This design comes from an exercise in tuning for small area on the open sky130 flow, not from production work. The RTL was checked by simulation tests, not by an equivalence proof against the original design. No activity file was given, so power comes from the tool's default toggle rates.

===== flow/run.sh =====
#!/bin/bash
set -euo pipefail
W=$(pwd)
rm -rf "$W/scripts_area"
cp -r "$FLOW_HOME/scripts" "$W/scripts_area"
cp "$W/flow/abc_area_map.script" "$W/scripts_area/abc_speed.script"
bash "$W/standard.sh" SCRIPTS_DIR="$W/scripts_area" \
  "BUFFER_PORTS_ARGS=-buffer_cell sky130_fd_sc_hd__buf_1" \
  "CTS_ARGS=-sink_clustering_enable -repair_clock_nets -dont_use_dummy_load -buf_list sky130_fd_sc_hd__clkbuf_4 -sink_clustering_size 8 -sink_clustering_max_diameter 40" \
  finish > "$W/flow_make.log" 2>&1

===== flow/abc_area_map.script =====
&get -n
&st
&dch
&nf -R 1000 -p -F 8
&put

===== standard.sh =====
#!/bin/bash
# synth_recipe.tcl (not shown) runs the flow's synth.tcl, then flattens the netlist and writes it again
# the make line also repeats each setting of config.mk as NAME=value (left out here)
make -C /OpenROAD-flow-scripts/flow DESIGN_CONFIG=/design/flow/config.mk WORK_HOME=/design/flow/orfs CLKGATE_MAP_FILE= SYNTH_SCRIPT=/design/flow/synth_recipe.tcl "${@:-finish}"

===== config.mk =====
export PLATFORM = sky130hd
export DESIGN_NAME = microbit_core
export DESIGN_NICKNAME = microbit_core
export VERILOG_FILES = /design/flow/design.v
export SDC_FILE = /design/flow/constraint.sdc
export NUM_CORES = 8
export LEC_CHECK = 0
export CAP_MARGIN = 20
export CORE_MARGIN = 2
export CORE_UTILIZATION = 60
export PLACE_DENSITY = 0.7
export SLEW_MARGIN = 20
export SYNTH_HIERARCHICAL = 1

===== constraint.sdc =====
create_clock -name core_clock -period 60.0 [get_ports {clk}]
set_input_delay 12.0000 -clock core_clock [delete_from_list [all_inputs] [get_ports {clk}]]
set_output_delay 12.0000 -clock core_clock [all_outputs]
set_load 0.01 [all_outputs]

===== design.v =====
module mb_ldh #(
    parameter integer W = 8
) (
    input  wire         en,
    input  wire         keep,
    input  wire         rst_n,
    input  wire [W-1:0] d,
    input  wire [W-1:0] q,
    output wire [W-1:0] y
);
    wire l = en & rst_n;
    wire h = ~en & keep & rst_n;
    assign y = ({W{l}} & d) | ({W{h}} & q);
endmodule
module microbit_core (
    input  wire        clk,
    input  wire        rst_n,        
    input  wire        cmd_valid,
    output wire        cmd_ready,
    input  wire [31:0] cmd_data,
    input  wire [3:0]  rd_addr,
    output reg  [31:0] rd_data,
    input  wire        tick,         
    input  wire        sample,       
    input  wire [1:0]  btn_raw,      
    output wire [4:0]  row_out,      
    output wire [4:0]  col_out       
);
    localparam [2:0] PH_IDLE = 3'd0, PH_ENTRY = 3'd1, PH_MAIN = 3'd2,
                     PH_PROGRAM = 3'd3, PH_CHECK = 3'd4;
    localparam [2:0] NONE = 3'd7;
    localparam [2:0] E_NONE = 3'd0, E_CLAIMED = 3'd1, E_ILLEGAL = 3'd3,
                     E_RANGE = 3'd4, E_NOTINIT = 3'd5, E_CSDEPTH = 3'd6;
    localparam [3:0] OP_NOP = 4'h0, OP_DISP_NEW = 4'h1, OP_SHOW = 4'h2,
                     OP_IMG_CLEAR = 4'h3, OP_IMG_WRITE = 4'h4, OP_IMG_READ = 4'h5,
                     OP_IMG_SHIFT = 4'h6, OP_BTN_NEW = 4'h7, OP_BTN_WAS = 4'h8,
                     OP_BTN_IS = 4'h9, OP_CS_ENTER = 4'hA, OP_CS_EXIT = 4'hB;
    reg [199:0] stage;           
    reg [2:0]   sk;
    reg [199:0] pending;
    reg [2:0]   pk;
    reg [199:0] active;
    reg [2:0]   ak;
    reg         disp_init;
    reg [2:0]   cur_row;         
    reg [4:0]   col_on;          
    reg [2:0]   trow;            
    reg [7:0]   tb;
    reg [3:0]   tsub;
    reg         irqf;            
    reg         hit_cand;        
    reg [2:0]   phase;
    reg [7:0]   cs_depth;
    reg [3:0]   sig0, sig1;
    reg [1:0]   latched;
    reg [31:0]  pc0, pc1;
    reg         sampler_run;
    reg         smp_pend;
    reg [3:0]   h_valid;
    reg [3:0]   h_btn;
    reg [127:0] hd;              
    reg [7:0]   result;
    reg [2:0]   status_err;
    wire irq;
    reg  [8:0] cs_up, cs_dn;
    reg  [7:0] n_cs_depth;
    wire       cs_inc, cs_dec;
    integer ci;
    always @* begin
        cs_up[0] = 1'b1;
        cs_dn[0] = 1'b1;
        for (ci = 0; ci < 8; ci = ci + 1) begin
            cs_up[ci+1] = cs_up[ci] & cs_depth[ci];
            cs_dn[ci+1] = cs_dn[ci] & ~cs_depth[ci];
            n_cs_depth[ci] = cs_depth[ci] ^ ((cs_inc & cs_up[ci]) | (cs_dec & cs_dn[ci]));
        end
    end
    wire cs_zero   = cs_dn[8];
    wire cs_full   = cs_up[8];
    wire ph_idle   = (phase == PH_IDLE);
    wire seq_step  = ~ph_idle | (irq & cs_zero);
    wire smp_step  = ~seq_step & smp_pend & cs_zero;
    assign cmd_ready = ~seq_step & ~smp_step;
    wire host_step = cmd_valid & cmd_ready;
    wire do_main    = (phase == PH_MAIN);
    wire do_program = (phase == PH_PROGRAM);
    wire do_entry   = (phase == PH_ENTRY);
    wire        pend_sel = (trow == 3'd0) & (cur_row != 3'd0);
    wire [4:0]  row_sel = {trow == 3'd4, trow == 3'd3, trow == 3'd2,
                           trow == 3'd1, trow == 3'd0};
    reg  [39:0] row_bright;
    integer ri;
    always @* begin
        row_bright = 40'd0;
        for (ri = 0; ri < 5; ri = ri + 1)
            row_bright = row_bright | ({40{row_sel[ri]}} & active[40*ri +: 40]);
    end
    wire [7:0] tb1 = tb + 8'd1;
    reg [4:0] gt;
    reg       gcy;
    integer gc, gi;
    always @* begin
        for (gc = 0; gc < 5; gc = gc + 1) begin
            gcy = 1'b0;
            for (gi = 0; gi < 8; gi = gi + 1)
                gcy = (row_bright[8*gc+gi] & ~tb[gi]) | (row_bright[8*gc+gi] & gcy) | (~tb[gi] & gcy);
            gt[gc] = gcy;
        end
    end
    wire trans      = (cur_row != trow);
    wire on_due     = |(col_on & ~gt);           
    wire row_same   = (trow == cur_row);
    reg g14;
    always @* begin
        case (tb)
            8'd14, 8'd28, 8'd42, 8'd56, 8'd70, 8'd84, 8'd99, 8'd113, 8'd127,
            8'd141, 8'd155, 8'd169, 8'd184, 8'd198, 8'd212, 8'd226, 8'd240,
            8'd254:  g14 = 1'b1;
            default: g14 = 1'b0;
        endcase
    end
    wire binc   = g14 ? (tsub == 4'd13) : (tsub == 4'd12);
    wire rowend = binc & (tb == 8'd254);
    wire hit0_end  = binc & row_same & ~on_due & (tb == 8'd254);
    wire hit_next  = binc & row_same & ~on_due & (tb != 8'd254);
    assign irq = irqf | (hit_cand & on_due);
    wire hit1   = rowend & (trow == 3'd4);
    wire [3:0] c_op  = cmd_data[31:28];
    wire [3:0] c_a   = cmd_data[27:24];
    wire [3:0] c_b   = cmd_data[23:20];
    wire [7:0] c_imm = cmd_data[7:0];
    reg        c_legal;
    always @* begin
        case (c_op)
            OP_NOP, OP_DISP_NEW, OP_SHOW, OP_IMG_CLEAR, OP_CS_ENTER, OP_CS_EXIT:
                c_legal = (cmd_data[27:0] == 28'd0);
            OP_IMG_WRITE:
                c_legal = (cmd_data[19:8] == 12'd0);
            OP_IMG_READ, OP_BTN_NEW:
                c_legal = (cmd_data[19:0] == 20'd0);
            OP_IMG_SHIFT:
                c_legal = (cmd_data[27:8] == 20'd0);
            OP_BTN_WAS, OP_BTN_IS:
                c_legal = (cmd_data[23:0] == 24'd0);
            default:
                c_legal = 1'b0;
        endcase
    end
    wire [1:0]  c_h      = c_a[1:0];
    wire        c_hbtn   = h_btn[c_h];
    wire [3:0]  h_nz;                           
    wire        c_hnz    = h_nz[c_h];
    reg [2:0] err;
    always @* begin
        if (!c_legal)
            err = E_ILLEGAL;
        else if ((c_op == OP_IMG_WRITE || c_op == OP_IMG_READ) && (c_a >= 4'd5 || c_b >= 4'd5))
            err = E_RANGE;
        else if (c_op == OP_BTN_NEW && (c_a >= 4'd4 || c_b >= 4'd2))
            err = E_RANGE;
        else if ((c_op == OP_BTN_WAS || c_op == OP_BTN_IS) && c_a >= 4'd4)
            err = E_RANGE;
        else if (c_op == OP_DISP_NEW && disp_init)
            err = E_CLAIMED;
        else if (c_op == OP_SHOW && !disp_init)
            err = E_NOTINIT;
        else if ((c_op == OP_BTN_WAS || c_op == OP_BTN_IS) && !h_valid[c_h])
            err = E_NOTINIT;
        else if (c_op == OP_CS_ENTER && cs_full)
            err = E_CSDEPTH;
        else if (c_op == OP_CS_EXIT && cs_zero)
            err = E_CSDEPTH;
        else
            err = E_NONE;
    end
    wire c_ok       = host_step & (err == E_NONE);
    wire x_dispnew  = c_ok & (c_op == OP_DISP_NEW);
    wire x_show     = c_ok & (c_op == OP_SHOW);
    wire x_clear    = c_ok & (c_op == OP_IMG_CLEAR);
    wire x_write    = c_ok & (c_op == OP_IMG_WRITE);
    wire x_read     = c_ok & (c_op == OP_IMG_READ);
    wire x_shift    = c_ok & (c_op == OP_IMG_SHIFT);
    wire x_btnnew   = c_ok & (c_op == OP_BTN_NEW);
    wire x_btnwas   = c_ok & (c_op == OP_BTN_WAS);
    wire x_btnis    = c_ok & (c_op == OP_BTN_IS);
    wire x_csenter  = c_ok & (c_op == OP_CS_ENTER);
    wire x_csexit   = c_ok & (c_op == OP_CS_EXIT);
    assign cs_inc = x_csenter;
    assign cs_dec = x_csexit;
    wire [3:0] c_pcol_s = {1'b0, c_b[2:0]} + {1'b0, sk};
    wire [2:0] c_pcol   = (c_pcol_s >= 4'd5) ? c_pcol_s[2:0] - 3'd5 : c_pcol_s[2:0];
    wire       sh_all   = (c_imm >= 8'd5);
    wire [3:0] sk_sum   = {1'b0, sk} + {1'b0, c_imm[2:0]};
    wire [2:0] sk_next  = (sk_sum >= 4'd5) ? sk_sum[2:0] - 3'd5 : sk_sum[2:0];
    reg  [4:0] sh_lmask;                       
    always @* begin
        case (c_imm[2:0])
            3'd0:    sh_lmask = 5'b00000;
            3'd1:    sh_lmask = 5'b00001;
            3'd2:    sh_lmask = 5'b00011;
            3'd3:    sh_lmask = 5'b00111;
            default: sh_lmask = 5'b01111;
        endcase
    end
    reg  [4:0] sh_pmask;                       
    always @* begin
        case (sk)
            3'd1:    sh_pmask = {sh_lmask[3:0], sh_lmask[4]};
            3'd2:    sh_pmask = {sh_lmask[2:0], sh_lmask[4:3]};
            3'd3:    sh_pmask = {sh_lmask[1:0], sh_lmask[4:2]};
            3'd4:    sh_pmask = {sh_lmask[0],   sh_lmask[4:1]};
            default: sh_pmask = sh_lmask;
        endcase
    end
    wire [4:0] clr_col = (x_clear | (x_shift & sh_all)) ? 5'b11111 :
                         x_shift ? sh_pmask : 5'b00000;
    reg  [24:0] cell_sel;
    integer r, p;
    always @* begin
        for (r = 0; r < 5; r = r + 1)
            for (p = 0; p < 5; p = p + 1)
                cell_sel[5*r+p] = (c_a[2:0] == r) & (c_pcol == p);
    end
    reg [7:0] c_cell_val;
    always @* begin
        c_cell_val = 8'd0;
        for (r = 0; r < 25; r = r + 1)
            c_cell_val = c_cell_val | ({8{cell_sel[r]}} & stage[8*r +: 8]);
    end
    reg [199:0] n_stage;
    reg         st_l, st_h;
    wire        st_xw   = rst_n & x_write;
    wire [4:0]  st_keep = {5{rst_n}} & ~clr_col;
    always @* begin
        for (r = 0; r < 5; r = r + 1)
            for (p = 0; p < 5; p = p + 1) begin
                st_l = st_xw & cell_sel[5*r+p];
                st_h = st_keep[p] & ~st_l;
                n_stage[8*(5*r+p) +: 8] = ({8{st_l}} & c_imm) | ({8{st_h}} & stage[8*(5*r+p) +: 8]);
            end
    end
    wire tick_en = tick & (cur_row != NONE) & ~x_dispnew;
    wire         trow_next0 = (tick_en & rowend) ? (trow == 3'd4) : (trow == 3'd0);
    wire         act_ld    = seq_step & do_entry & trow_next0 & (cur_row != 3'd0);
    wire [199:0] n_pending, n_active;
    genvar gw;
    generate
        for (gw = 0; gw < 5; gw = gw + 1) begin : g_pa
            mb_ldh #(.W(40)) u_pend (.en(x_show), .keep(1'b1), .rst_n(rst_n),
                .d(stage[40*gw +: 40]), .q(pending[40*gw +: 40]), .y(n_pending[40*gw +: 40]));
            mb_ldh #(.W(40)) u_act (.en(act_ld), .keep(~x_dispnew), .rst_n(rst_n),
                .d(pending[40*gw +: 40]), .q(active[40*gw +: 40]), .y(n_active[40*gw +: 40]));
        end
    endgenerate
    wire [3:0] s0n = btn_raw[0] ? ((sig0 == 4'd12) ? 4'd12 : sig0 + 4'd1)
                                : ((sig0 == 4'd0)  ? 4'd0  : sig0 - 4'd1);
    wire [3:0] s1n = btn_raw[1] ? ((sig1 == 4'd12) ? 4'd12 : sig1 + 4'd1)
                                : ((sig1 == 4'd0)  ? 4'd0  : sig1 - 4'd1);
    wire press0 = smp_step & (s0n > 4'd8) & ~latched[0];
    wire press1 = smp_step & (s1n > 4'd8) & ~latched[1];
    wire rel0   = smp_step & (s0n < 4'd2) & latched[0];
    wire rel1   = smp_step & (s1n < 4'd2) & latched[1];
    reg  [31:0] n_pc0, n_pc1;
    reg         cy0, cy1;
    integer bi;
    always @* begin
        cy0 = press0;
        cy1 = press1;
        for (bi = 0; bi < 32; bi = bi + 1) begin
            n_pc0[bi] = rst_n & (pc0[bi] ^ cy0);
            n_pc1[bi] = rst_n & (pc1[bi] ^ cy1);
            cy0 = cy0 & pc0[bi];
            cy1 = cy1 & pc1[bi];
        end
    end
    wire [127:0] n_hd;
    genvar gh;
    generate
        for (gh = 0; gh < 4; gh = gh + 1) begin : g_h
            wire [31:0] hq  = hd[32*gh +: 32];
            wire        z31 = ~(|hq[30:0]);
            wire        hfb = hq[31] ^ hq[21] ^ hq[1] ^ hq[0] ^ z31;
            wire        inc = h_btn[gh] ? press1 : press0;
            wire        clr = (c_h == gh) & (x_btnnew | (x_btnwas & h_nz[gh]));
            assign h_nz[gh] = ~z31 | hq[31];
            mb_ldh #(.W(32)) u_hd (.en(inc), .keep(~clr), .rst_n(rst_n),
                .d({hq[30:0], hfb}), .q(hq), .y(n_hd[32*gh +: 32]));
        end
    endgenerate
    always @(posedge clk) begin
        stage   <= n_stage;
        pending <= n_pending;
        active  <= n_active;
        pc0     <= n_pc0;
        pc1     <= n_pc1;
        hd      <= n_hd;
    end
    always @(posedge clk) begin
        if (!rst_n) begin
            sk          <= 3'd0;
            pk          <= 3'd0;
            ak          <= 3'd0;
            disp_init   <= 1'b0;
            cur_row     <= NONE;
            col_on      <= 5'd0;
            trow        <= 3'd0;
            tb          <= 8'd0;
            tsub        <= 4'd0;
            irqf        <= 1'b0;
            hit_cand    <= 1'b0;
            phase       <= PH_IDLE;
            cs_depth    <= 8'd0;
            sig0        <= 4'd0;
            sig1        <= 4'd0;
            latched     <= 2'd0;
            sampler_run <= 1'b0;
            smp_pend    <= 1'b0;
            h_valid     <= 4'd0;
            h_btn       <= 4'd0;
            result      <= 8'd0;
            status_err  <= 3'd0;
        end else begin
            if (seq_step) begin
                case (phase)
                    PH_IDLE:  phase <= PH_ENTRY;
                    PH_ENTRY: phase <= PH_MAIN;
                    PH_MAIN: begin
                        cur_row <= trow;
                        col_on  <= (trans ? 5'b11111 : col_on) & gt;
                        if (pend_sel)
                            ak <= pk;
                        phase <= PH_PROGRAM;
                    end
                    PH_PROGRAM: phase <= PH_CHECK;
                    default: begin
                        if (((trow > cur_row) | (row_same & on_due)) & ~irq)
                            phase <= PH_ENTRY;
                        else
                            phase <= PH_IDLE;
                    end
                endcase
            end
            if (smp_step) begin
                sig0 <= s0n;
                sig1 <= s1n;
                if (press0) latched[0] <= 1'b1; else if (rel0) latched[0] <= 1'b0;
                if (press1) latched[1] <= 1'b1; else if (rel1) latched[1] <= 1'b0;
            end
            smp_pend <= sampler_run & ((smp_pend & ~smp_step) | sample);
            if (host_step) begin
                status_err <= err;
                result     <= 8'd0;
            end
            if (x_dispnew) begin
                disp_init <= 1'b1;
                col_on    <= 5'd0;
                cur_row   <= NONE;
            end
            if (x_show)
                pk <= sk;
            if (x_shift & ~sh_all)
                sk <= sk_next;
            if (x_read)
                result <= c_cell_val;
            if (x_btnnew) begin
                h_valid[c_h] <= 1'b1;
                h_btn[c_h]   <= c_b[0];
                sampler_run  <= 1'b1;
            end
            if (x_btnwas & c_hnz)
                result <= 8'd1;
            if (x_btnis)
                result <= {7'd0, btn_raw[c_hbtn]};
            cs_depth <= n_cs_depth;
            irqf     <= irq & ~(seq_step & do_entry);
            if (x_dispnew | (tick_en & (hit0_end | hit1)))
                irqf <= 1'b1;
            hit_cand <= tick_en & hit_next;
            if (x_dispnew) begin
                trow <= 3'd0;
                tb   <= 8'd0;
                tsub <= 4'd0;
            end else if (tick_en) begin
                if (rowend) begin
                    trow <= (trow == 3'd4) ? 3'd0 : trow + 3'd1;
                    tb   <= 8'd0;
                    tsub <= 4'd0;
                end else if (binc) begin
                    tb   <= tb1;
                    tsub <= 4'd0;
                end else begin
                    tsub <= tsub + 4'd1;
                end
            end
        end
    end
    reg [4:0] row_dec;
    always @* begin
        case (cur_row)
            3'd0:    row_dec = 5'b00001;
            3'd1:    row_dec = 5'b00010;
            3'd2:    row_dec = 5'b00100;
            3'd3:    row_dec = 5'b01000;
            3'd4:    row_dec = 5'b10000;
            default: row_dec = 5'b00000;
        endcase
    end
    assign row_out = row_dec;
    reg [4:0] col_log;
    always @* begin
        case (ak)
            3'd1:    col_log = {col_on[0],   col_on[4:1]};
            3'd2:    col_log = {col_on[1:0], col_on[4:2]};
            3'd3:    col_log = {col_on[2:0], col_on[4:3]};
            3'd4:    col_log = {col_on[3:0], col_on[4]};
            default: col_log = col_on;
        endcase
    end
    assign col_out = col_log;
    always @* begin
        case (rd_addr)
            4'h1:    rd_data = {24'd0, result};
            4'h2:    rd_data = {8'd0, cs_depth, 6'd0, sampler_run, disp_init, 5'd0, status_err};
            4'h3:    rd_data = pc0;
            4'h4:    rd_data = pc1;
            4'h5:    rd_data = {27'd0, row_out};
            4'h6:    rd_data = {27'd0, col_out};
            default: rd_data = 32'd0;
        endcase
    end
endmodule

==> results of run 1 <==
## cell usage after synthesis (3+ instances only)
master | n | area [sq um]
ha_1 | 98 | 1226
a22o_1 | 745 | 6525
o21a_1 | 7 | 52.55
nand2b_1 | 17 | 106.4
nor2_1 | 148 | 555.5
clkinv_1 | 44 | 165.2
and3_1 | 9 | 56.30
a31oi_1 | 14 | 87.58
o21ai_0 | 61 | 305.3
nor4_1 | 41 | 256.5
and2_0 | 83 | 519.3
nand3_1 | 52 | 260.3
xnor2_1 | 17 | 148.9
a221o_1 | 41 | 410.4
or4_1 | 8 | 60.06
nand4_1 | 17 | 106.4
or2_0 | 6 | 37.54
a221oi_1 | 5 | 43.79
xor2_1 | 19 | 166.4
o31ai_1 | 8 | 60.06
a222oi_1 | 84 | 840.8
maj3_1 | 6 | 60.06
mux2i_1 | 11 | 110.1
nand2_1 | 124 | 465.5
a22oi_1 | 67 | 503.0
a211oi_1 | 8 | 60.06
dfxtp_1 | 869 | 17400
a21o_1 | 3 | 22.52
or3_1 | 3 | 18.77
a311oi_1 | 5 | 43.79
mux4_2 | 3 | 67.56
nor3b_1 | 8 | 60.06
nor2b_1 | 14 | 87.58
o311a_1 | 8 | 80.08
a21boi_0 | 7 | 52.55
nor3_1 | 59 | 295.3
a21oi_1 | 99 | 495.5
## power breakdown
part | switching (mW) | internal (mW)
sequential | 0.00170 | 0.577
combinational | 0.0352 | 0.00957
clock | 0.189 | 0.102
## layout make-up
| type | count | area, sq um | area share (%) |
|---|---|---|---|
| flip-flops and latches | 869 | 17400 | 49.84 |
| diodes | 10 | 25.02 | 0.07169 |
| clock buffers | 133 | 998.5 | 2.861 |
| multi-input cells | 1938 | 14680 | 42.05 |
| well taps | 688 | 860.8 | 2.466 |
| repair buffers | 146 | 780.7 | 2.237 |
| inverters | 44 | 165.2 | 0.4732 |
## cells by family after synthesis
group | count (synthesis) | share of synthesized area (%)
compound gates | 1178 | 30.29
flops | 869 | 54.22
simple gates | 598 | 9.254
fa+ha+maj | 106 | 4.134
buf+inv | 44 | 0.5148
xor+xnor | 36 | 0.9827
mux | 15 | 0.5889
other cells | 1 | 0.01169
## per-stage QoR
step | worst slack [ns] | hold slack, ns | utilization [%]
floorplan | 33.72 | 0.4221 | -
global placement | 34.50 | 0.4383 | 64.10
detailed placement | 34.34 | 0.4565 | 64.10
CTS | 34.35 | 0.4585 | 66.00
global route | 34.19 | 0.4712 | 66.15
finish | 34.32 | 0.4588 | 66.16
## layout by cell type (no fill, tap or decap), types with 19 or more instances in the layout
cell,count
ha_1,98
buf_4,59
and2_0,72
a21oi_1,99
a22o_1,745
nor3_1,50
nand2_1,124
clkinv_1,44
xor2_1,19
nor2_1,134
a22oi_1,67
o21ai_0,56
buf_1,80
nor4_1,40
a222oi_1,84
nand3_1,52
clkbuf_4,134
dfxtp_1,869
a221o_1,41
## state kept, by name (all words and copies together) (netlist names), 5 cells and up
| register | flops |
|---|---|
| result | 8 |
| pc1 | 32 |
| active | 200 |
| stage | 200 |
| hd | 128 |
| pc0 | 32 |
| tb | 8 |
| cs_depth | 8 |
| pending | 200 |
| col_on | 5 |
## layer usage
layer / up-vias / track usage [%] / wire length (microns) / part of all wire (%)
li1: 12046 / - / - / -
met1: 13177 / 49.06 / 43060 / 43
met2: 1334 / 53.70 / 44340 / 44
met3: 213 / 9.193 / 10320 / 10
met4: 0 / 12.62 / 3139 / 3.1
met5: - / 0 / 0 / 0
## how the worst max path moves through the flow
| stage | from | endpoint | slack (ns) | cells after the start |
|---|---|---|---|---|
| after global routing | rd_addr[3] | rd_data[0] | 34.19 | 7 |
| after global placement | rd_addr[3] | rd_data[0] | 34.50 | 7 |
| after CTS | rd_addr[3] | rd_data[0] | 34.35 | 7 |
| after detailed placement | rd_addr[3] | rd_data[0] | 34.34 | 7 |
| after floorplan | rd_addr[3] | rd_data[0] | 33.72 | 3 |
| final | rd_addr[3] | rd_data[0] | 34.32 | 7 |
==> impl_metrics.ini, run 1 <==
[critical_path]
critPathMaxStageDelay_ns = 0.51
arrival_ns = 13.68
crit_required_ns = 48.00
critical_path_class = primary input to output port
cp-start-kind = primary input
r2r_cells = 53
crit_family = simple AND/OR/NAND/NOR gates
regToRegSetupSlack_ns = 48.35
cp_common_cell = buf_1
critPathMaxFanout = 22
r2r_end = pc0[30]$_DFF_P_
crit_chain = buf_1 -> nand2b_1 -> nor3_2 -> buf_4 -> a222oi_1 -> nand3_1 -> buf_1
slowest_stage = nor3_2
r2r-start = trow[0]$_SDFFE_PP0P_
crit_buf_inv = 3
endpoint_kind = output port

[status]
status = timing/DRC/antenna clean

[sta]
worst_clock_skew_ns = 0.1146
period_share_pct = 42.80
slew_headroom_pct = 12.01
drv_slew = 0
rsz0062_at_grt = no
setup_viol = 0
max_freq_mhz = 38.94
min_period_ns = 25.68
final_hold_viol_count = 0
tightest_slew_ns = 1.320
setup_tns_ns = 0

[final_layout]
drive_above_1_share_pct = 7.348
nFillCells = 4256
fin_nets = 3275
stdcell_count = 3828
area_delta_synth_final_pct = 8.790
design_area_sq_um = 34900

[synth]
synth_seq_cells = 869
ys_seq_area_share_pct = 54.22
synth_warnings = 7
synth-main-ff-cell = dfxtp_1
netlist_area_sq_um = 32080
avgSynthCellArea_sq_um = 11.27
synth_edf_count = 0
synthCells = 2847
ys_async_sr_fraction_pct = 0
ys_types = 57

[clocking]
cts-htree-levels = 4
cts_resized = 0
cts_made_buffers = 133
clkTransAtPathRegs_ns = 0.09
ctsLongestPathBuffers = 3
ctsRootBufferMaster = clkbuf_4
cts_tree = done
ctsHoldBuffers = 0
insertion_delay_ns = 1.02
cts_post_setup_buffers_inserted = 0
clock_sinks = 869

[placed_design]
hpwl_microns = 70180
numPortBuffers = 85
postPlaceCellArea_sq_um = 33820
gp_congestion = 0.9788
dp.cells = 3683

[global_routing]
grt_pass1_vias = 25040
grt_antenna_before_repair = 3
grt_pass1_wl_microns = 151100
grt_use_total_pct = 35.43
gr-total-overflow = 0
grt_max_degree = 85

[floorplanning]
die-area_sq_um = 55340
io_pins = 86
start_util_pct = 60.81
core_area_sq_um = 52760
rows = 84
die_width_microns = 235.2
die_h_microns = 235.2

[drt]
drc = 0
routed_via_density = 6.993
vias = 26770
wl_microns = 100900
drtIter0Drc = 3625
ant_nets = 0
wl_per_cell_microns = 26.35
first_pass_iters = 13

[hold_path]
holdCritStartpoint = pending[66]$_DFF_P_
whs_endpoint = active[66]$_DFF_P_
hold_path_depth = 1
hold_path_class = flop to flop

[power]
powerDensity_nw_per_um2 = 26.21
p_leak_nw = 13.50
total_power_mw = 0.9150
vdd_drop_max_mv = 0.02044

[run]
cap_violations = 0
==> run 2: changes to the inputs <==
--- a/design.v
+++ b/design.v
@@ -83,6 +83,4 @@
     assign cmd_ready = ~seq_step & ~smp_step;
     wire host_step = cmd_valid & cmd_ready;
-    wire do_main    = (phase == PH_MAIN);
-    wire do_program = (phase == PH_PROGRAM);
     wire do_entry   = (phase == PH_ENTRY);
     wire        pend_sel = (trow == 3'd0) & (cur_row != 3'd0);
@@ -220,5 +218,5 @@
         for (r = 0; r < 5; r = r + 1)
             for (p = 0; p < 5; p = p + 1)
-                cell_sel[5*r+p] = (c_a[2:0] == r) & (c_pcol == p);
+                cell_sel[5*r+p] = ({29'd0, c_a[2:0]} == r) & ({29'd0, c_pcol} == p);
     end
     reg [7:0] c_cell_val;
--- a/config.mk
+++ b/config.mk
@@ -11,3 +11,2 @@
 export PLACE_DENSITY = 0.7
 export SLEW_MARGIN = 20
-export SYNTH_HIERARCHICAL = 1
==> run 2 against run 1 <==
Compared with the run above:
- still clean on timing, DRC and antenna
- hold slack got worse by 0.042 ns
- non-clock buffer count fell by 5
- sequential power about the same
- critical path type unchanged
==> impl_metrics.ini, run 2 <==
[final_layout]
fin_nets = 3235
final_util_pct = 65.84
area_delta_synth_final_pct = 8.631
reg.largest.list = active: 200 flops, pending: 200 flops, stage: 200 flops
final_common_cell = dfxtp_1
drive_above_1_share_pct = 7.050
layout_common_cells = dfxtp_1 (869), a22o_1 (760), clkbuf_4 (135)
stdcell_count = 3782

[synth]
synthCells = 2817
synth_warnings = 1
netlist_area_sq_um = 31850
synth_commonest_cells = dfxtp_1 (869), a22o_1 (760), nor2_1 (129)
yosysMostFrequentCell = dfxtp_1
synth-main-ff-cell = dfxtp_1
synth_top_area_share_pct = 54.62
synth_edf_count = 0
ys_async_sr_fraction_pct = 0
avgSynthCellArea_sq_um = 11.31
synth_top_area_cell = dfxtp_1
synth_seq_cells = 869
synth_area_leaders = dfxtp_1 (55%), a22o_1 (21%), ha_1 (3.8%)
ys_types = 54
ys_seq_area_share_pct = 54.62

[placed_design]
hpwl_microns = 66280
gp_congestion = 0.9657
numPortBuffers = 85
dp.cells = 3645

[sta]
period_share_pct = 43.21
setup_viol = 0
final_hold_viol_count = 0
slew_headroom_pct = 20.85
setup_tns_ns = 0
min_period_ns = 25.92
max_freq_mhz = 38.57
rsz0062_at_grt = no
fin_hold_ws_ns = 0.4168
worst_clock_skew_ns = 0.09514
tightest_slew_ns = 1.176
drv_slew = 0

[drt]
drc = 0
ant_nets = 0
wl_per_cell_microns = 26.53
vias = 26495
routed_via_density = 7.006
drtIter0Drc = 3590
first_pass_iters = 9
wl_microns = 100300

[status]
status = timing/DRC/antenna clean

[clocking]
ctsRootBufferMaster = clkbuf_4
cts-htree-levels = 4
cts_post_setup_buffers_inserted = 0
ctsHoldBuffers = 0
cts_tree = done
cts_made_buffers = 134
insertion_delay_ns = 1.02
cts_resized = 0
clock_sinks = 869
ctsLongestPathBuffers = 3
clkTransAtPathRegs_ns = 0.08

[critical_path]
arrival_ns = 13.92
crit_required_ns = 48.00
critical_path_class = primary input to output port
critPathMaxFanout = 17
crit_buf_inv = 3
crit_family = simple AND/OR/NAND/NOR gates
critPathMaxStageDelay_ns = 0.77
cp-start-kind = primary input
slowest_stage = nor3_2
endpoint_kind = output port
cp_common_cell = buf_1
crit_chain = buf_1 -> nand2b_1 -> nor3_2 -> buf_4 -> a22oi_1 -> nand3_1 -> buf_1

[floorplanning]
die_h_microns = 234.4
core_area_sq_um = 52550
io_pins = 86
die_width_microns = 234.4
start_util_pct = 60.60
rows = 84
die-area_sq_um = 54940

[power]
p_leak_nw = 13.42
vdd_drop_max_mv = 0.01873
powerDensity_nw_per_um2 = 25.90
total_power_mw = 0.8961

[global_routing]
grt_max_degree = 204
grt_pass1_wl_microns = 149600
gr-total-overflow = 0
grt_use_total_pct = 35.99
grt_antenna_before_repair = 2
grt_pass1_vias = 24643

[hold_path]
hold_path_class = flop to flop

[run]
cap_violations = 0
run 2: cell types whose count changed after synthesis, sizes merged, moves of 6 or more:
cell and delta:
xor2 -8, and2 -10, nor2 -19, a22oi +7, a221o -40, and3 +13
a31oi -7, nand3 -6, a22o +15, a222oi +18
run 2: per-layer routing:
layer	vias up	wire length (microns)	track usage [%]
met1	12876	41030	47.46
li1	11923	-	-
met5	-	0	0
met2	1387	44690	55.50
met3	309	8954	7.867
met4	0	5659	18.83
run 2: worst register-to-register path: cells and delay by family, from the launching register on:
| kind | cells | cell delay, ns |
|---|---|---|
| muxes | 1 | 0.19 |
| AOI/OAI and AO/OA | 8 | 3.15 |
| DFF | 1 | 0.35 |
| buffers and inverters | 7 | 3.06 |
| adders and majority gates | 6 | 2.19 |
| and+or+nand+nor | 13 | 4.20 |
run 2: path summary, 6_finish.rpt:
check / start / to / slack, ns / cells past startpoint
min: pending[18]$_DFF_P_ / active[18]$_DFF_P_ / 0.42 / 1
max: rd_addr[2] / rd_data[3] / 34.08 / 7
min reg2reg: pending[18]$_DFF_P_ / active[18]$_DFF_P_ / 0.42 / 1
max reg2reg: trow[0]$_SDFFE_PP0P_ / active[21]$_DFF_P_ / 46.77 / 35
run 2: layout make-up:
type / instances / area (sq um)
timing repair buffer: 141 / 765.7
multi-input combinational: 1900 / 14380
fill: 4248 / 17950
sequential: 869 / 17400
tap: 688 / 860.8
inverter: 48 / 180.2
antenna: 2 / 5.005
clock buffer: 134 / 1006
run 2: cell families (layout without fill, tap and decap cells):
logic type | after synthesis | in the layout | share of synthesized area (%)
other cells | 0 | 2 | 0
flops | 869 | 869 | 54.62
simple gates | 585 | 585 | 9.205
compound gates | 1171 | 1171 | 30.31
xor+xnor | 33 | 33 | 0.9075
fa+ha+maj | 103 | 103 | 4.054
buf+inv | 48 | 323 | 0.5657
mux | 8 | 8 | 0.3300
run 2: power breakdown:
part / total (mW) / switching (mW) / internal [mW]
logic: 0.0280 / 0.0229 / 0.00513
clock network: 0.292 / 0.189 / 0.103
registers: 0.576 / 0.000115 / 0.576
total: 0.896 / 0.212 / 0.684
run 2: stage by stage:
step	area, sq um	setup WS (ns)
2_1_floorplan	31850	33.70
6_report	34600	34.08
4_1_cts	34560	34.15
5_1_grt	34600	33.93
3_3_place_gp	33540	34.26
3_5_place_dp	33560	34.15
==> run 3: changes to the inputs <==
--- a/config.mk
+++ b/config.mk
@@ -8,5 +8,5 @@
 export CAP_MARGIN = 20
 export CORE_MARGIN = 2
-export CORE_UTILIZATION = 60
-export PLACE_DENSITY = 0.7
+export CORE_UTILIZATION = 75
+export PLACE_DENSITY = 0.85
 export SLEW_MARGIN = 20
==> run 3 against run 2 <==
Compared with the run above:
- largest power group unchanged
- hold slack worse by 0.020 ns
- total power down 2.1%
- global-route usage up 7.4 points
- worst setup slack better by 0.30 ns
- critical path type unchanged
- non-clock buffer count down 8
- clock skew up 0.072 ns
==> impl_metrics.ini, run 3 <==
[status]
status = timing/DRC/antenna clean

[clocking]
cts_resized = 0
cts_tree = done
clock_sinks = 869
ctsLongestPathBuffers = 3
ctsRootBufferMaster = clkbuf_4
insertion_delay_ns = 0.98
cts_made_buffers = 120
cts_post_setup_buffers_inserted = 0
clkTransAtPathRegs_ns = 0.08
cts-htree-levels = 3
ctsHoldBuffers = 0

[critical_path]
slowest_stage = nor3_1
critPathMaxFanout = 8
endpoint_kind = output port
cp-start-kind = primary input
r2r-start = trow[0]$_SDFFE_PP0P_
r2r_cells = 34
regToRegSetupSlack_ns = 46.71
crit_required_ns = 48.00
arrival_ns = 13.63
crit_chain = buf_1 -> nand2b_1 -> nor3_1 -> a222oi_1 -> clkinv_1 -> buf_1
crit_family = simple AND/OR/NAND/NOR gates
r2r_end = active[17]$_DFF_P_
crit_buf_inv = 3
cp_common_cell = buf_1
critical_path_class = primary input to output port
critPathMaxStageDelay_ns = 0.77

[power]
p_sw_mw = 0.2053
swShare_pct = 23.40
p_leak_nw = 13.32
vdd_drop_max_mv = 0.02642
p_int_mw = 0.6720
power.share.sequential_pct = 65.7
powerDensity_nw_per_um2 = 25.62
clkPwrFrac_pct = 31.2
combPwrFrac_pct = 3.1

[final_layout]
drive_above_1_share_pct = 6.287
nFillCells = 2575
final_common_cell = dfxtp_1
area_delta_synth_final_pct = 7.508
layout_common_cells = dfxtp_1 (869), a22o_1 (760), nor2_1 (127)
final_util_pct = 81.63
reg.largest.list = active: 200 flops, pending: 200 flops, stage: 200 flops
fin_nets = 3213

[synth]
ys_types = 54
synth_commonest_cells = dfxtp_1 (869), a22o_1 (760), nor2_1 (129)
ys_seq_area_share_pct = 54.62
synth_seq_cells = 869
synth_area_leaders = dfxtp_1 (55%), a22o_1 (21%), ha_1 (3.8%)
synth_top_area_share_pct = 54.62
synth_edf_count = 0
ys_async_sr_fraction_pct = 0
synth_warnings = 1
synth-main-ff-cell = dfxtp_1
yosysMostFrequentCell = dfxtp_1
avgSynthCellArea_sq_um = 11.31
netlist_area_sq_um = 31850
synthCells = 2817
synth_top_area_cell = dfxtp_1

[sta]
setup_viol = 0
slew_headroom_pct = 18.70
min_period_ns = 25.63
tightest_slew_ns = 1.220
drv_slew = 0
rsz0062_at_grt = no
finalWorstSetupSlack_ns = 34.37
period_share_pct = 42.71
max_freq_mhz = 39.02
setup_tns_ns = 0
final_hold_viol_count = 0
worst_clock_skew_ns = 0.1668

[floorplanning]
core_area_sq_um = 41950
rows = 75
start_util_pct = 75.93
die_width_microns = 210.1
die_h_microns = 210.1
die-area_sq_um = 44130
io_pins = 86

[placed_design]
gp_congestion = 0.9895
dp_slack_ns = 34.42
numPortBuffers = 85
hpwl_microns = 64610

[global_routing]
grt_pass1_wl_microns = 149100
grt_use_total_pct = 43.44
grt_antenna_before_repair = 2
grt_max_degree = 201
grt_pass1_vias = 25875
gr-total-overflow = 0

[drt]
wl_per_cell_microns = 27.12
wl_microns = 98060
ant_nets = 0
vias = 27039
drc = 0
drtIter0Drc = 4099
routed_via_density = 7.480
first_pass_iters = 10

[run]
cap_violations = 0

[hold_path]
holdCritStartpoint = pending[44]$_DFF_P_
whs_endpoint = active[44]$_DFF_P_
hold_path_depth = 1
hold_path_class = flop to flop
[run 3: cell counts after synthesis]
No cell type changed its count.
[run 3: power by group through the flow]
stage	clock network, mW	registers (mW)	logic [mW]
finish	0.274	0.576	0.0273
global route	0.299	0.577	0.0281
CTS	0.274	0.576	0.0256
detailed placement	0	0.590	0.0255
global placement	0	0.590	0.0248
floorplan	0	0.590	0.0119
[run 3: worst max path at each step]
stage | startpoint | cells after the start | endpoint
2_1_floorplan | rd_addr[3] | 3 | rd_data[0]
3_3_place_gp | rd_addr[1] | 6 | rd_data[5]
3_5_place_dp | rd_addr[1] | 6 | rd_data[7]
4_1_cts | rd_addr[1] | 6 | rd_data[7]
5_1_grt | rd_addr[1] | 6 | rd_data[7]
6_report | rd_addr[1] | 6 | rd_data[7]
[run 3: cell type report]
cell class                 count  area (sq um)  share of cell area (%)
sequential                   869         17400                   50.81
multi-input combinational   1900         14380                   41.99
inverter                      48         180.2                  0.5262
antenna                        6         15.01                 0.04385
tap                          539         674.4                   1.970
clock buffer                 120         900.9                   2.631
timing repair buffer         133         694.4                   2.028
[run 3: metrics by stage]
| step | power (mW) | instances | hold WS, ns | instance area [sq um] |
|---|---|---|---|---|
| after detailed placement | 0.6155 | 3488 | 0.4559 | 33300 |
| after global routing | 0.9036 | 3613 | 0.4608 | 34230 |
| after floorplan | 0.6018 | 2817 | 0.4221 | 31850 |
| after global placement | 0.6147 | 3488 | 0.4460 | 33300 |
| final | 0.8773 | 3615 | 0.3966 | 34240 |
| after CTS | 0.8758 | 3608 | 0.4402 | 34200 |
[run 3: routing by layer]
metal	GRT usage (%)	share of wire, %	vias to the layer above
met5	0	0	-
met4	27.54	6.9	0
met3	10.89	12	451
met2	66.33	44	2008
met1	55.45	37	12725
li1	-	-	11855
[run 3: cell families (layout without fill, tap and decap cells)]
| family | count (synthesis) | in the layout | synth area share (%) |
|---|---|---|---|
| other | 0 | 6 | 0 |
| muxes | 8 | 8 | 0.3300 |
| AOI/OAI and AO/OA | 1171 | 1171 | 30.31 |
| adders and majority gates | 103 | 103 | 4.054 |
| and+or+nand+nor | 585 | 585 | 9.205 |
| DFF | 869 | 869 | 54.62 |
| xor gates and xnor gates | 33 | 33 | 0.9075 |
| buffers and inverters | 48 | 301 | 0.5657 |
==> run 4: changes to the inputs <==
==> flow/run.sh (replaced) <==
#!/bin/bash
set -euo pipefail
W=$(pwd)
rm -rf "$W/scripts_area"
cp -r "$FLOW_HOME/scripts" "$W/scripts_area"
cp "$W/flow/abc_area_map.script" "$W/scripts_area/abc_speed.script"
bash "$W/standard.sh" SCRIPTS_DIR="$W/scripts_area" \
  "BUFFER_PORTS_ARGS=-buffer_cell sky130_fd_sc_hd__buf_1" \
  "CTS_ARGS=-sink_clustering_enable -repair_clock_nets -dont_use_dummy_load -buf_list sky130_fd_sc_hd__clkbuf_4 -sink_clustering_size 9 -sink_clustering_max_diameter 40" \
  finish > "$W/flow_make.log" 2>&1
==> run 4 against run 3 <==
Compared with the run above:
- still clean on timing, DRC and antenna
- first-iteration DRC count rose by 3.9%
- via count increased by 0.26%
- flip-flop and latch count did not move
- worst setup slack got worse by 0.0032 ns
- hold slack gained 0.0025 ns
- sequential share of layout area rose by 0.12 points
- total power down 1.1%
- synthesized cell count is the same
- sequential power about the same
- final area fell by 0.24%
- critical path type unchanged
==> impl_metrics.ini, run 4 <==
[status]
status = timing/DRC/antenna clean

[sta]
finalWorstSetupSlack_ns = 34.37
setup_viol = 0
rsz0062_at_grt = no
period_share_pct = 42.72
tightest_slew_ns = 1.262
worst_clock_skew_ns = 0.1335
fin_hold_ws_ns = 0.3991
drv_slew = 0
final_hold_viol_count = 0
max_freq_mhz = 39.01
slew_headroom_pct = 15.86
setup_tns_ns = 0
min_period_ns = 25.63

[critical_path]
crit_required_ns = 48.00
r2r-start = trow[0]$_SDFFE_PP0P_
cp-start-kind = primary input
cp-endpoint = rd_data[2]
r2r_cells = 34
regToRegSetupSlack_ns = 46.80
critPathMaxFanout = 8
cp-startpoint = rd_addr[1]
arrival_ns = 13.63
endpoint_kind = output port
r2r_end = active[17]$_DFF_P_
critical_path_class = primary input to output port

[floorplanning]
die_h_microns = 210.1
io_pins = 86
die-area_sq_um = 44130
core_area_sq_um = 41950
die_width_microns = 210.1
start_util_pct = 75.93
rows = 75

[clocking]
clock_sinks = 869
cts_resized = 0
ctsRootBufferMaster = clkbuf_4
cts_tree = done
cts-htree-levels = 3
cts_made_buffers = 110
ctsHoldBuffers = 0
ctsLongestPathBuffers = 3
cts_post_setup_buffers_inserted = 0
clkTransAtPathRegs_ns = 0.09
insertion_delay_ns = 0.95

[synth]
yosysMostFrequentCell = dfxtp_1
synth_seq_cells = 869
synth_area_leaders = dfxtp_1 (55%), a22o_1 (21%), ha_1 (3.8%)
synth_commonest_cells = dfxtp_1 (869), a22o_1 (760), nor2_1 (129)
synthCells = 2817
ys_async_sr_fraction_pct = 0
synth_edf_count = 0
avgSynthCellArea_sq_um = 11.31
ys_types = 54
synth_top_area_cell = dfxtp_1
synth-main-ff-cell = dfxtp_1
synth_top_area_share_pct = 54.62
ys_seq_area_share_pct = 54.62
synth_warnings = 1
netlist_area_sq_um = 31850

[final_layout]
design_area_sq_um = 34160
fin_nets = 3203
layout_common_cells = dfxtp_1 (869), a22o_1 (760), nor2_1 (127)
final_util_pct = 81.43
final_common_cell = dfxtp_1
area_delta_synth_final_pct = 7.248
reg.largest.list = active: 200 flops, pending: 200 flops, stage: 200 flops
drive_above_1_share_pct = 5.980

[placed_design]
numPortBuffers = 85
dp_slack_ns = 34.42
hpwl_microns = 64610
gp_congestion = 0.9895
postPlaceCellArea_sq_um = 33300

[global_routing]
grt_pass1_vias = 25931
gr-total-overflow = 0
grt_max_degree = 201
grt_pass1_wl_microns = 148700
grt_use_total_pct = 43.42
grt_antenna_before_repair = 3

[hold_path]
hold_path_class = flop to flop

[drt]
wl_per_cell_microns = 27.27
ant_nets = 0
drtIter0Drc = 4260
drc = 0
wl_microns = 98220
first_pass_iters = 11
vias = 27108
routed_via_density = 7.526

[run]
cap_violations = 0

[power]
vdd_drop_max_mv = 0.01988
powerDensity_nw_per_um2 = 25.41
p_leak_nw = 13.27
## run 4: kinds of logic after synthesis
logic type / Yosys count / share of synthesized area, %
xor+xnor: 33 / 0.9075
fa+ha+maj: 103 / 4.054
compound gates: 1171 / 30.31
mux: 8 / 0.3300
buf+inv: 48 / 0.5657
flops: 869 / 54.62
simple gates: 585 / 9.205
## run 4: layer usage
metal	routed length [microns]	vias to the layer above	track usage [%]	share of wire, %
met5	0	-	0	0
met4	7189	0	27.95	7.3
met3	12230	486	10.85	12
met2	43190	2005	67.26	44
met1	35610	12775	54.44	36
li1	-	11842	-	-
## run 4: power breakdown
group | switching, mW | leakage (nW) | total (mW) | internal [mW]
registers | 0.000114 | 7.00 | 0.576 | 0.576
clock network | 0.181 | 0.506 | 0.264 | 0.0836
logic | 0.0226 | 5.77 | 0.0273 | 0.00471
## run 4: worst max-delay path: stages
cell      delay (ns)
buf_1           0.12
nand2b_1        0.17
nor3_1          0.78
a22oi_1         0.21
nand3_1         0.13
buf_1           0.22
## run 4: cell type report
| class | count | area (sq um) |
|---|---|---|
| fill | 2607 | 7790 |
| antenna | 3 | 7.507 |
| inverter | 48 | 180.2 |
| multi-input combinational | 1900 | 14380 |
| clock buffer | 110 | 825.8 |
| timing repair buffer | 133 | 694.4 |
| tap | 539 | 674.4 |
| sequential | 869 | 17400 |
## run 4: worst min path at each step
stage                       startpoint                 endpoint  cells after the start
5_1_grt            pending[53]$_DFF_P_       active[53]$_DFF_P_                      1
3_5_place_dp       pending[75]$_DFF_P_       active[75]$_DFF_P_                      1
4_1_cts            pending[53]$_DFF_P_       active[53]$_DFF_P_                      1
2_1_floorplan          pc0[31]$_DFF_P_          pc0[31]$_DFF_P_                      1
3_3_place_gp   h_valid[2]$_SDFFE_PN0P_  h_valid[2]$_SDFFE_PN0P_                      1
6_report           pending[53]$_DFF_P_       active[53]$_DFF_P_                      1
## run 4: stage by stage
stage	power, mW	cells
after floorplan	0.6018	2817
after global placement	0.6147	3488
after detailed placement	0.6155	3488
after CTS	0.8656	3598
after global routing	0.8918	3602
final	0.8680	3602
==> run 5: changes to the inputs <==
==> flow/run.sh (replaced) <==
#!/bin/bash
set -euo pipefail
W=$(pwd)
rm -rf "$W/scripts_area"
cp -r "$FLOW_HOME/scripts" "$W/scripts_area"
cp "$W/flow/abc_area_map.script" "$W/scripts_area/abc_speed.script"
bash "$W/standard.sh" SCRIPTS_DIR="$W/scripts_area" \
  "BUFFER_PORTS_ARGS=-buffer_cell sky130_fd_sc_hd__buf_1" \
  "CTS_ARGS=-sink_clustering_enable -repair_clock_nets -dont_use_dummy_load -buf_list sky130_fd_sc_hd__clkbuf_4 -sink_clustering_size 10 -sink_clustering_max_diameter 45" \
  finish > "$W/flow_make.log" 2>&1
--- a/config.mk
+++ b/config.mk
@@ -8,5 +8,5 @@
 export CAP_MARGIN = 20
 export CORE_MARGIN = 2
-export CORE_UTILIZATION = 75
-export PLACE_DENSITY = 0.85
+export CORE_UTILIZATION = 60
+export PLACE_DENSITY = 0.7
 export SLEW_MARGIN = 20
==> run 5 against run 4 <==
Compared with the run above:
- cell count is 4.2% higher
- non-clock buffer count increased by 8
- die area is 24% higher
- critical path depth grew 1
- flip-flop and latch count stayed put
- first-iteration DRC count fell by 18%
- via count shrank 2.8%
- critical path type unchanged
==> impl_metrics.ini, run 5 <==
[status]
status = timing/DRC/antenna clean

[synth]
synthXorXnorAreaFrac_pct = 0.9075
synth_top_area_cell = dfxtp_1
ys_types = 54
synth_warnings = 1
ys_async_sr_fraction_pct = 0
synth_top_family_by_area = compound AO/OA/AOI/OAI gates
synthCells = 2817
avgSynthCellArea_sq_um = 11.31
synthMuxAreaShare_pct = 0.3300
yosysMostFrequentCell = dfxtp_1
synth_top_area_share_pct = 54.62
synth_adder_area_share_pct = 4.054
synth_area_leaders = dfxtp_1 (55%), a22o_1 (21%), ha_1 (3.8%)
synth_edf_count = 0
synth-compound-area-share_pct = 30.31
synth_commonest_cells = dfxtp_1 (869), a22o_1 (760), nor2_1 (129)
synth_seq_cells = 869
ys_seq_area_share_pct = 54.62
netlist_area_sq_um = 31850
synth-main-ff-cell = dfxtp_1
yosys.area_share.simple_pct = 9.205

[floorplanning]
start_util_pct = 60.60
io_pins = 86
die_h_microns = 234.4
rows = 84
die-area_sq_um = 54940
die_width_microns = 234.4
core_area_sq_um = 52550

[power]
total_power_mw = 0.8674
vdd_drop_max_mv = 0.01597
powerDensity_nw_per_um2 = 25.22
p_leak_nw = 13.30

[hold_path]
hold_path_class = flop to flop
hold_path_depth = 1

[critical_path]
critPathMaxFanout = 17
critical_path_class = primary input to output port
r2r_cells = 35
endpoint_kind = output port
cp-start-kind = primary input
arrival_ns = 13.94
crit_required_ns = 48.00

[sta]
rsz0062_at_grt = no
final_hold_viol_count = 0
max_freq_mhz = 38.55
min_period_ns = 25.94
slew_headroom_pct = 22.40
period_share_pct = 43.23
setup_viol = 0
tightest_slew_ns = 1.154
setup_tns_ns = 0
worst_clock_skew_ns = 0.1328
drv_slew = 0

[final_layout]
stdcell_count = 3754
final_common_cell = dfxtp_1
layout_common_cells = dfxtp_1 (869), a22o_1 (760), nor2_1 (127)
reg.largest.list = active: 200 flops, pending: 200 flops, stage: 200 flops
drive_above_1_share_pct = 6.264
design_area_sq_um = 34400
fin_nets = 3208
area_delta_synth_final_pct = 8.003

[global_routing]
grt_pass1_wl_microns = 148800
grt_use_total_pct = 35.52
gr-total-overflow = 0
grt_max_degree = 204
grt_antenna_before_repair = 2
grt_pass1_vias = 24523

[clocking]
ctsHoldBuffers = 0
ctsRootBufferMaster = clkbuf_4
cts-htree-levels = 3
insertion_delay_ns = 0.93
cts_post_setup_buffers_inserted = 0
ctsLongestPathBuffers = 3
cts_made_buffers = 107
clkTransAtPathRegs_ns = 0.11
cts_resized = 0
cts_tree = done
clock_sinks = 869

[placed_design]
gp_congestion = 0.9657
hpwl_microns = 66280
numPortBuffers = 85
postPlaceCellArea_sq_um = 33560
dp.cells = 3645

[drt]
wl_microns = 99540
routed_via_density = 7.022
first_pass_iters = 9
vias = 26362
drtIter0Drc = 3507
drc = 0
wl_per_cell_microns = 26.52
ant_nets = 0

[run]
cap_violations = 0
run 5: cells by family (layout without fill, tap and decap cells):
logic type | count (synthesis) | in the layout
compound gates | 1171 | 1171
flops | 869 | 869
simple gates | 585 | 585
fa+ha+maj | 103 | 103
buf+inv | 48 | 296
xor+xnor | 33 | 33
mux | 8 | 8
other cells | 0 | 1
run 5: per-layer routing:
metal  GRT usage (%)  wire length, microns  vias to the layer above
met5               0                    12                        -
met4           17.79                  5562                        2
met3           6.372                  9189                      300
met2           55.52                 44360                     1387
met1           47.41                 40420                    12818
li1                -                     -                    11855
run 5: critical path: stages:
cell	delay, ns
buf_1	0.19
nand2b_1	0.14
nor3_2	0.79
buf_4	0.36
a22oi_1	0.09
nand3_1	0.17
buf_1	0.18
run 5: area by class of cell:
class | instances | area (sq um)
Fill cell | 4262 | 18150
Sequential cell | 869 | 17400
Multi-Input combinational cell | 1900 | 14390
Tap cell | 688 | 860.8
Clock buffer | 107 | 803.3
Timing Repair Buffer | 141 | 765.7
Inverter | 48 | 180.2
Antenna cell | 1 | 2.502
run 5: worst paths after layout:
check	from	end	slack (ns)
worst max register to register	trow[0]$_SDFFE_PP0P_	active[167]$_DFF_P_	46.74
worst max-delay path	rd_addr[2]	rd_data[3]	34.06
worst min-delay path	pending[102]$_DFF_P_	active[102]$_DFF_P_	0.45
worst min register to register	pending[102]$_DFF_P_	active[102]$_DFF_P_	0.45
run 5: per-stage QoR:
| step | setup slack, ns | hold slack, ns | utilization, % |
|---|---|---|---|
| global placement | 34.26 | 0.4499 | 63.83 |
| detailed placement | 34.15 | 0.4554 | 63.85 |
| floorplan | 33.70 | 0.4221 | - |
| global route | 33.93 | 0.4574 | 65.45 |
| CTS | 34.15 | 0.4474 | 65.38 |
| finish | 34.06 | 0.4458 | 65.45 |
run 5: report_power, final:
part	switching (mW)	total [mW]	internal, mW
sequential	0.000116	0.577	0.577
combinational	0.0228	0.0280	0.00512
clock	0.181	0.263	0.0814
==> run 6: changes to the inputs <==
--- a/design.v
+++ b/design.v
@@ -83,4 +83,6 @@
     assign cmd_ready = ~seq_step & ~smp_step;
     wire host_step = cmd_valid & cmd_ready;
+    wire do_main    = (phase == PH_MAIN);
+    wire do_program = (phase == PH_PROGRAM);
     wire do_entry   = (phase == PH_ENTRY);
     wire        pend_sel = (trow == 3'd0) & (cur_row != 3'd0);
@@ -218,5 +220,5 @@
         for (r = 0; r < 5; r = r + 1)
             for (p = 0; p < 5; p = p + 1)
-                cell_sel[5*r+p] = ({29'd0, c_a[2:0]} == r) & ({29'd0, c_pcol} == p);
+                cell_sel[5*r+p] = (c_a[2:0] == r) & (c_pcol == p);
     end
     reg [7:0] c_cell_val;
==> run.sh (new file) <==
#!/bin/bash
# synth_recipe.tcl (not shown) runs the flow's synth.tcl, then flattens the netlist and writes it again
# the make line also repeats each setting of config.mk as NAME=value (left out here)
make -C /OpenROAD-flow-scripts/flow DESIGN_CONFIG=/design/flow/config.mk WORK_HOME=/design/flow/orfs CLKGATE_MAP_FILE= SYNTH_SCRIPT=/design/flow/synth_recipe.tcl finish
--- a/config.mk
+++ b/config.mk
@@ -9,4 +9,8 @@
 export CORE_MARGIN = 2
 export CORE_UTILIZATION = 60
+export CTS_BUF_LIST = sky130_fd_sc_hd__clkbuf_8
+export CTS_CLUSTER_DIAMETER = 60
+export CTS_CLUSTER_SIZE = 16
 export PLACE_DENSITY = 0.7
 export SLEW_MARGIN = 20
+export SYNTH_HIERARCHICAL = 1
removed: flow/run.sh
removed: flow/abc_area_map.script
removed: standard.sh
==> run 6 against run 5 <==
Compared with the run above:
- utilization fell by 2.3 points
- sequential power barely moved
- routed wire length rose by 44%
- largest cell class is now multi-input gates
- critical path depth fell by 1
- register-to-register slack improved by 1.5 ns
- flip-flop and latch count did not move
- global-route usage rose by 6.6 points
- final area rose by 16%
- total power rose by 9.2%
- first-iteration DRC count rose by 57%
==> impl_metrics.ini, run 6 <==
[synth]
avgSynthCellArea_sq_um = 10.53
synth_top_area_share_pct = 45.66
synth_warnings = 7
synth_area_leaders = dfxtp_1 (46%), a32o_1 (13%), a22o_1 (4.4%)
yosysMostFrequentCell = dfxtp_1
synthCells = 3617
synth_top_area_cell = dfxtp_1
ys_async_sr_fraction_pct = 0
netlist_area_sq_um = 38100
ys_seq_area_share_pct = 45.66
synth-main-ff-cell = dfxtp_1
synth_edf_count = 0
ys_types = 104
synth_commonest_cells = dfxtp_1 (869), a32o_1 (492), a22o_1 (193)
synth_seq_cells = 869

[drt]
ant_nets = 0
routed_via_density = 7.613
first_pass_iters = 10
wl_per_cell_microns = 32.51
wl_microns = 143000
vias = 33488
drtIter0Drc = 5509
drc = 0

[sta]
setup_viol = 0
period_share_pct = 44.18
final_hold_viol_count = 0
tightest_slew_ns = 1.351
worst_clock_skew_ns = 0.05171
setup_tns_ns = 0
fin_hold_ws_ns = 0.4757
slew_headroom_pct = 9.928
drv_slew = 0
rsz0062_at_grt = no
max_freq_mhz = 37.72
min_period_ns = 26.51

[placed_design]
hpwl_microns = 99480
numPortBuffers = 85
gp_congestion = 1.055

[global_routing]
grt_max_degree = 110
grt_use_total_pct = 42.09
grt_pass1_wl_microns = 208700
gr-total-overflow = 0
grt_antenna_before_repair = 7
grt_pass1_vias = 30890

[power]
vdd_drop_max_mv = 0.02269
p_leak_nw = 14.57
powerDensity_nw_per_um2 = 23.81

[critical_path]
arrival_ns = 14.51
endpoint_kind = output port
critical_path_class = primary input to output port
crit_required_ns = 48.00
critPathMaxFanout = 8
cp-start-kind = primary input

[status]
status = timing/DRC/antenna clean

[clocking]
cts_resized = 0
ctsRootBufferMaster = clkbuf_8
cts_tree = done
ctsHoldBuffers = 0
cts-htree-levels = 3
cts_post_setup_buffers_inserted = 0
clkTransAtPathRegs_ns = 0.09
insertion_delay_ns = 0.72
cts_made_buffers = 70
ctsLongestPathBuffers = 3
clock_sinks = 869

[run]
cap_violations = 0

[final_layout]
drive_above_1_share_pct = 9.665
nFillCells = 5175
fin_nets = 3667
final_util_pct = 63.15
layout_common_cells = dfxtp_1 (868), a32o_1 (492), a22o_1 (193)
final_common_cell = dfxtp_1
area_delta_synth_final_pct = 4.375
reg.largest.list = active: 200 flops, pending: 200 flops, stage: 200 flops

[floorplanning]
die_h_microns = 256.0
io_pins = 86
die_width_microns = 256.0
start_util_pct = 60.51
core_area_sq_um = 62970
rows = 92
die-area_sq_um = 65530

[hold_path]
hold_path_class = flop to flop
-- run 6: cell types whose count changed after synthesis, moves of 46 or more --
cell      change
a222oi_1     -50
a22o_1      -567
a32o_1      +491
a32o_2       +52
and2_0       -71
and2_1       +97
buf_2        +49
buf_6       +126
clkbuf_1    +162
clkinv_1     -46
inv_1        +60
nand2_1      +56
nand3_1      +57
o21ai_1      +46
-- run 6: through the flow --
| stage | cell area [sq um] | setup WS (ns) | total power [mW] | std cells |
|---|---|---|---|---|
| 2_1_floorplan | 38170 | 34.95 | 0.6149 | 3636 |
| 3_3_place_gp | 38380 | 33.56 | 0.6260 | 4292 |
| 3_5_place_dp | 38390 | 33.40 | 0.6265 | 4295 |
| 4_1_cts | 39670 | 33.38 | 0.9444 | 4392 |
| 5_1_grt | 39760 | 33.36 | 0.9690 | 4396 |
| 6_report | 39760 | 33.49 | 0.9469 | 4399 |
-- run 6: kinds of logic (layout without fill, tap and decap cells) --
logic type	count (synthesis)	in the layout	synth area share, %
mux	40	40	1.228
xor+xnor	24	24	0.5517
flops	869	869	45.66
compound gates	1340	1340	30.73
fa+ha+maj	106	106	3.485
other cells	1	24	0.009843
buf+inv	416	329	6.825
simple gates	821	821	11.50
-- run 6: critical path, cell delays in order --
cell,delay [ns]
clkdlybuf4s50_1,0.60
nand2b_1,0.12
nor3_1,0.80
a222oi_1,0.21
o211ai_1,0.20
clkdlybuf4s50_1,0.58
-- run 6: layout make-up --
type / instances / area [sq um] / share of cell area [%]
clock buffers: 76 / 1046 / 2.630
diodes: 4 / 10.01 / 0.02517
flip-flops and latches: 869 / 17400 / 43.75
multi-input cells: 2351 / 18310 / 46.03
clock inverters: 21 / 234.0 / 0.5884
well taps: 846 / 1059 / 2.662
repair buffers: 170 / 1480 / 3.722
inverters: 62 / 232.7 / 0.5853
-- run 6: final timing paths --
kind	start	endpoint	slack (ns)	cells after the start
worst max-delay path	rd_addr[0]	rd_data[2]	33.49	6
worst min-delay path	pending[55]$_DFF_P_	active[55]$_DFF_P_	0.48	1
worst max register to register	trow[2]$_SDFFE_PP0P_	pc0[31]$_DFF_P_	48.22	44
worst min register to register	pending[55]$_DFF_P_	active[55]$_DFF_P_	0.48	1
-- run 6: layer usage --
layer	vias up	global-route usage [%]	part of all wire [%]
li1	14170	-	-
met1	16588	58.87	40
met3	401	12.33	13
met2	2323	61.22	42
met4	6	16.00	4.6
met5	-	0	0.023
-- run 6: report_power, final --
part	switching (mW)	leakage (nW)	internal (mW)
combinational	0.0319	6.92	0.00883
clock	0.201	0.656	0.128
sequential	0.000122	7.00	0.576
total	0.233	14.6	0.714

what the ideal ports hide:
The results above use ideal ports. As a check the final layouts listed here were re-extracted and re-timed, cells and wires unchanged. Step 1 sets driving cells, clkbuf_16 on the clock port and buf_2 on the other inputs (assumed; they add their load-dependent delay and slew). Step 2 adds t to the input delays and takes it off the output delays; t is the mean of the earliest and latest rising clock arrival at the registers after step 1. Input paths then give back, and output paths get back, about the clock's delay inside the block. Slacks: ideal / step 1 / step 2; pairs: ideal / step 1.
run	t, ns	setup WS [ns]	worst setup path after step 2	worst register clock-pin slew, ns	cell pins on the clock port's net
run 1	1.018	34.318 / 34.297 / 34.297	input to output	0.10 / 0.10	1
run 2	1.030	34.076 / 34.051 / 34.051	input to output	0.10 / 0.10	1
run 3	0.952	34.372 / 34.345 / 34.345	input to output	0.10 / 0.10	1
run 4	0.938	34.369 / 34.342 / 34.342	input to output	0.11 / 0.11	1
run 5	0.923	34.059 / 34.035 / 34.035	input to output	0.12 / 0.12	1
run 6	0.757	33.489 / 33.464 / 33.464	input to output	0.11 / 0.11	1
After both steps setup and hold are still met in every run listed.
